Source: an optimization exercise on an open RTL-to-GDS flow (aim: small area, a short achievable clock period and few clock cycles per item). Production flows keep margins and buffers that such runs may drop.
Only simulation tests tie the RTL to the original design; equivalence was not proved.

Design ldsdk_pll, start of the top module:
module ldsdk_pll #(
    parameter integer P_TICKS   = 240000,
    parameter integer REF_POINT = 1000,
    parameter integer TC        = 10,
    parameter integer K_CLIP    = 2,
    parameter integer G_LEAD    = 3,
    parameter integer G_CLIP    = 1,
    parameter integer G_INT     = 24,
    parameter integer SCALE     = 5,
    parameter integer TRIM_BITS = 10
) (
    input  wire                 clk,
    input  wire                 rst,
    input  wire                 in_valid,
    output wire                 in_ready,
    input  wire [15:0]          in_fn,
    input  wire [31:0]          in_t,
    input  wire                 in_wait_sync,
    input  wire                 in_sf_valid,
    input  wire [15:0]          in_sf_frame,
    output reg                  done,
    output reg                  start,
    output reg  [TRIM_BITS-1:0] trim_out,
    output reg                  sat,
    output wire [31:0]          phase,
    output wire [31:0]          err,
    output reg  [15:0]          last_fn,
    output wire [31:0]          last_fts,
    output reg                  fault
);
For scale: roughly 370 flip-flops, about 200 I/O pins.
export LEC_CHECK = 0
export ABC_AREA = 1
export CAP_MARGIN = 20
export CORE_MARGIN = 2
export CORE_UTILIZATION = 70
export CTS_CLUSTER_DIAMETER = 60
export CTS_CLUSTER_SIZE = 24
export PLACE_DENSITY = 0.85
export SLEW_MARGIN = 20
create_clock -name core_clock -period 70.0 [get_ports {clk}]
standard.sh (not shown) runs the stock make flow with config.mk's settings and CLKGATE_MAP_FILE= SYNTH_SCRIPT=/design/flow/synth_recipe.tcl, a recipe that flattens the netlist after the stock synthesis.
==> flow/flow/run.sh <==
#!/bin/bash
# The standard layout (standard.sh) with three changes:
#  - synthesis maps the combinational logic with flow/abc_nf.script, an
#    area-oriented ABC script (&nf with relaxed delay), in place of ORFS's
#    abc_area.script; everything else in synthesis is synth_recipe.tcl as is
#    (synth -nofsm -noshare, flatten, renames; registers untouched by ABC)
#  - the port buffers are sky130_fd_sc_hd__buf_1
#  - after placement, flow/upsize.tcl gives the flip-flops that drive
#    several output ports a stronger drive (dfxtp_4)
# Each ORFS step's full log stays in orfs/logs/; make's output goes to
# standard_place.log and standard_finish.log, the resizing step's to upsize.log.
set -e
here=$(pwd)
{
  echo "proc abc {args} {"
  echo "  set i [lsearch -exact \$args -script]"
  echo "  if {\$i >= 0} { lset args [expr {\$i + 1}] $here/flow/abc_nf.script }"
  echo "  yosys abc {*}\$args"
  echo "}"
  cat synth_recipe.tcl
} > synth_abc_nf.tcl
args=("SYNTH_SCRIPT=$here/synth_abc_nf.tcl" "BUFFER_PORTS_ARGS=-buffer_cell sky130_fd_sc_hd__buf_1")
bash standard.sh "${args[@]}" place > standard_place.log 2>&1
UPSIZE_RESULTS=$here/orfs/results/sky130hd/ldsdk_pll/base openroad -no_init -exit flow/upsize.tcl > upsize.log 2>&1
bash standard.sh "${args[@]}" finish > standard_finish.log 2>&1
==> flow/flow/abc_nf.script <==
strash
&get -n
&fraig -x
&put
dc2
strash
&get -n
&dch -f
&nf -R 1000 -p
&put
buffer -c
topo
stime -c
upsize -c
dnsize -c
==> flow/flow/upsize.tcl <==
# Between placement and CTS: a flip-flop whose output drives several output
# ports (the sign bits of phase and err are repeated over their upper bits)
# gets a stronger drive, sky130_fd_sc_hd__dfxtp_4 in place of dfxtp_1.
set R $::env(UPSIZE_RESULTS)
read_db $R/3_place.odb
read_liberty $::env(FLOW_HOME)/platforms/sky130hd/lib/sky130_fd_sc_hd__tt_025C_1v80.lib
set block [ord::get_db_block]
set n 0
foreach inst [$block getInsts] {
  if {[[$inst getMaster] getName] ne "sky130_fd_sc_hd__dfxtp_1"} { continue }
  set net [[$inst findITerm Q] getNet]
  if {$net eq "NULL"} { continue }
  set nout 0
  foreach it [$net getITerms] {
    if {[string match "output*" [[$it getInst] getName]]} { incr nout }
  }
  if {$nout > 2} {
    replace_cell [$inst getName] sky130_fd_sc_hd__dfxtp_4
    puts "upsized [$inst getName]: drives $nout output buffers"
    incr n
  }
}
puts "upsized $n flip-flops"
detailed_placement
check_placement
write_db $R/3_place.odb
The first run finished with timing, DRC and antenna clean.
Testbench counts at the start, summed over its fixed seeds: cycles 3,224, items 3,200.
Change:
==> flow/flow/run.sh (replaced) <==
#!/bin/bash
# The standard layout (standard.sh) with two changes:
#  - synthesis maps the combinational logic with flow/abc_nf.script, an
#    area-oriented ABC script (&nf with relaxed delay), in place of ORFS's
#    abc_area.script; everything else in synthesis is synth_recipe.tcl as is
#    (synth -nofsm -noshare, flatten, renames; registers untouched by ABC)
#  - the port buffers are sky130_fd_sc_hd__buf_1
# Each tool's full output stays in orfs/logs/; make's output goes to
# standard_flow.log.
set -e
here=$(pwd)
{
  echo "proc abc {args} {"
  echo "  set i [lsearch -exact \$args -script]"
  echo "  if {\$i >= 0} { lset args [expr {\$i + 1}] $here/flow/abc_nf.script }"
  echo "  yosys abc {*}\$args"
  echo "}"
  cat synth_recipe.tcl
} > synth_abc_nf.tcl
bash standard.sh "SYNTH_SCRIPT=$here/synth_abc_nf.tcl" \
  "BUFFER_PORTS_ARGS=-buffer_cell sky130_fd_sc_hd__buf_1" finish > standard_flow.log 2>&1
Settings changed: CTS_CLUSTER_DIAMETER 60 to 80, CTS_CLUSTER_SIZE 24 to 18.
removed: flow/flow/upsize.tcl
=>
- setup slack is worse by 0.22 ns
- worst hold slack degrades by 0.0034 ns
- global-route usage went down by 0.76 points
- area after synthesis is unchanged
- wire length is lower by 1.7%
- clock-buffer cell count went up by 1
Change:
==> flow/flow/run.sh (replaced) <==
#!/bin/bash
# The standard layout (standard.sh) with three changes:
#  - synthesis maps the combinational logic with flow/abc_nf.script, an
#    area-oriented ABC script (&nf with relaxed delay), in place of ORFS's
#    abc_area.script; everything else in synthesis is synth_recipe.tcl as is
#    (synth -nofsm -noshare, flatten, renames; registers untouched by ABC);
#    ADDER_MAP_FILE is left empty, so the adders are not extracted into
#    fa/ha cells first but mapped by ABC with the rest of the logic
#  - the port buffers are sky130_fd_sc_hd__buf_1
#  - after placement, flow/upsize.tcl gives the flip-flops that drive
#    several output ports a stronger drive (dfxtp_4)
# Each ORFS step's full log stays in orfs/logs/; make's output goes to
# standard_place.log and standard_finish.log, the resizing step's to upsize.log.
set -e
here=$(pwd)
{
  echo "proc abc {args} {"
  echo "  set i [lsearch -exact \$args -script]"
  echo "  if {\$i >= 0} { lset args [expr {\$i + 1}] $here/flow/abc_nf.script }"
  echo "  yosys abc {*}\$args"
  echo "}"
  cat synth_recipe.tcl
} > synth_abc_nf.tcl
args=("SYNTH_SCRIPT=$here/synth_abc_nf.tcl" "ADDER_MAP_FILE=" "BUFFER_PORTS_ARGS=-buffer_cell sky130_fd_sc_hd__buf_1")
bash standard.sh "${args[@]}" place > standard_place.log 2>&1
UPSIZE_RESULTS=$here/orfs/results/sky130hd/ldsdk_pll/base openroad -no_init -exit flow/upsize.tcl > upsize.log 2>&1
bash standard.sh "${args[@]}" finish > standard_finish.log 2>&1
==> flow/flow/upsize.tcl (new file) <==
# Between placement and CTS: a flip-flop whose output drives several output
# ports (the sign bits of phase and err are repeated over their upper bits)
# gets a stronger drive, sky130_fd_sc_hd__dfxtp_4 in place of dfxtp_1.
set R $::env(UPSIZE_RESULTS)
read_db $R/3_place.odb
read_liberty $::env(FLOW_HOME)/platforms/sky130hd/lib/sky130_fd_sc_hd__tt_025C_1v80.lib
set block [ord::get_db_block]
set n 0
foreach inst [$block getInsts] {
  if {[[$inst getMaster] getName] ne "sky130_fd_sc_hd__dfxtp_1"} { continue }
  set net [[$inst findITerm Q] getNet]
  if {$net eq "NULL"} { continue }
  set nout 0
  foreach it [$net getITerms] {
    if {[string match "output*" [[$it getInst] getName]]} { incr nout }
  }
  if {$nout > 2} {
    replace_cell [$inst getName] sky130_fd_sc_hd__dfxtp_4
    puts "upsized [$inst getName]: drives $nout output buffers"
    incr n
  }
}
puts "upsized $n flip-flops"
detailed_placement
check_placement
write_db $R/3_place.odb
Effect: Design area is lower by a few percent; clock skew goes down by 0.0030 ns; global-route usage barely changes; worst hold slack loses 0.0070 ns; maximum frequency falls by a few percent; wire length came out lower by a few percent; critical path depth goes up by 54; setup slack loses 0.32 ns.
Change:
--- a/flow/flow/run.sh
+++ b/flow/flow/run.sh
@@ -3,3 +3,3 @@
 #  - synthesis maps the combinational logic with flow/abc_nf.script, an
-#    area-oriented ABC script (&nf with relaxed delay), in place of ORFS's
+#    area-oriented ABC script (&nf, delay relaxed by 20%), in place of ORFS's
 #    abc_area.script; everything else in synthesis is synth_recipe.tcl as is
==> flow/flow/abc_nf.script (replaced) <==
strash
&get -n
&fraig -x
&put
dc2
strash
&get -n
&dch -f
&nf -R 20 -p
&put
buffer -c
topo
stime -c
upsize -c
dnsize -c
The changed run passed the timing, DRC and antenna checks; hold slack gains 0.0056 ns; cell area rose by about 0.6%; maximum frequency came out higher by about 1.9%; routed wire length rises by 3.9%; via count grows by about 1.5%; synthesized cell count hardly moves; setup slack improves by 0.29 ns.

-- afterwards: timing with drivers on the ports --
No port has a modelled driver above. Below, the same layouts with a new extraction and two added sets of constraints. Step 1 sets driving cells, clkbuf_16 on the clock port and buf_2 on the other inputs (assumed; they add their load-dependent delay and slew). Step 2 moves the port delays by t, midway between the first and last clock arrival at a register: inputs arrive t later, outputs are due t later. That takes back most of the time a late clock gives input paths. Three values: ideal ports, drivers, drivers and shift; two values: the first two.
| run | shift t [ns] | setup slack, ns | worst hold slack (ns) | worst setup path after step 2 | clock arrival spread, ns |
|---|---|---|---|---|---|
| the first run | 0.623 | 54.784 / 54.731 / 54.297 | 0.332 / 0.332 / 0.332 | input to register | 0.028 / 0.028 |
| the second run | 0.611 | 54.568 / 54.512 / 54.271 | 0.329 / 0.329 / 0.329 | input to register | 0.019 / 0.019 |
| the third run | 0.603 | 54.249 / 54.249 / 53.997 | 0.322 / 0.322 / 0.322 | input to register | 0.017 / 0.017 |
| the fourth run | 0.611 | 54.537 / 54.568 / 53.957 | 0.327 / 0.327 / 0.327 | input to register | 0.018 / 0.018 |
After both steps setup and hold are still met in every run listed. For the fourth run, which loses most, drivers alone change the setup slack by +0.031 ns; drivers and shift together by -0.580 ns.
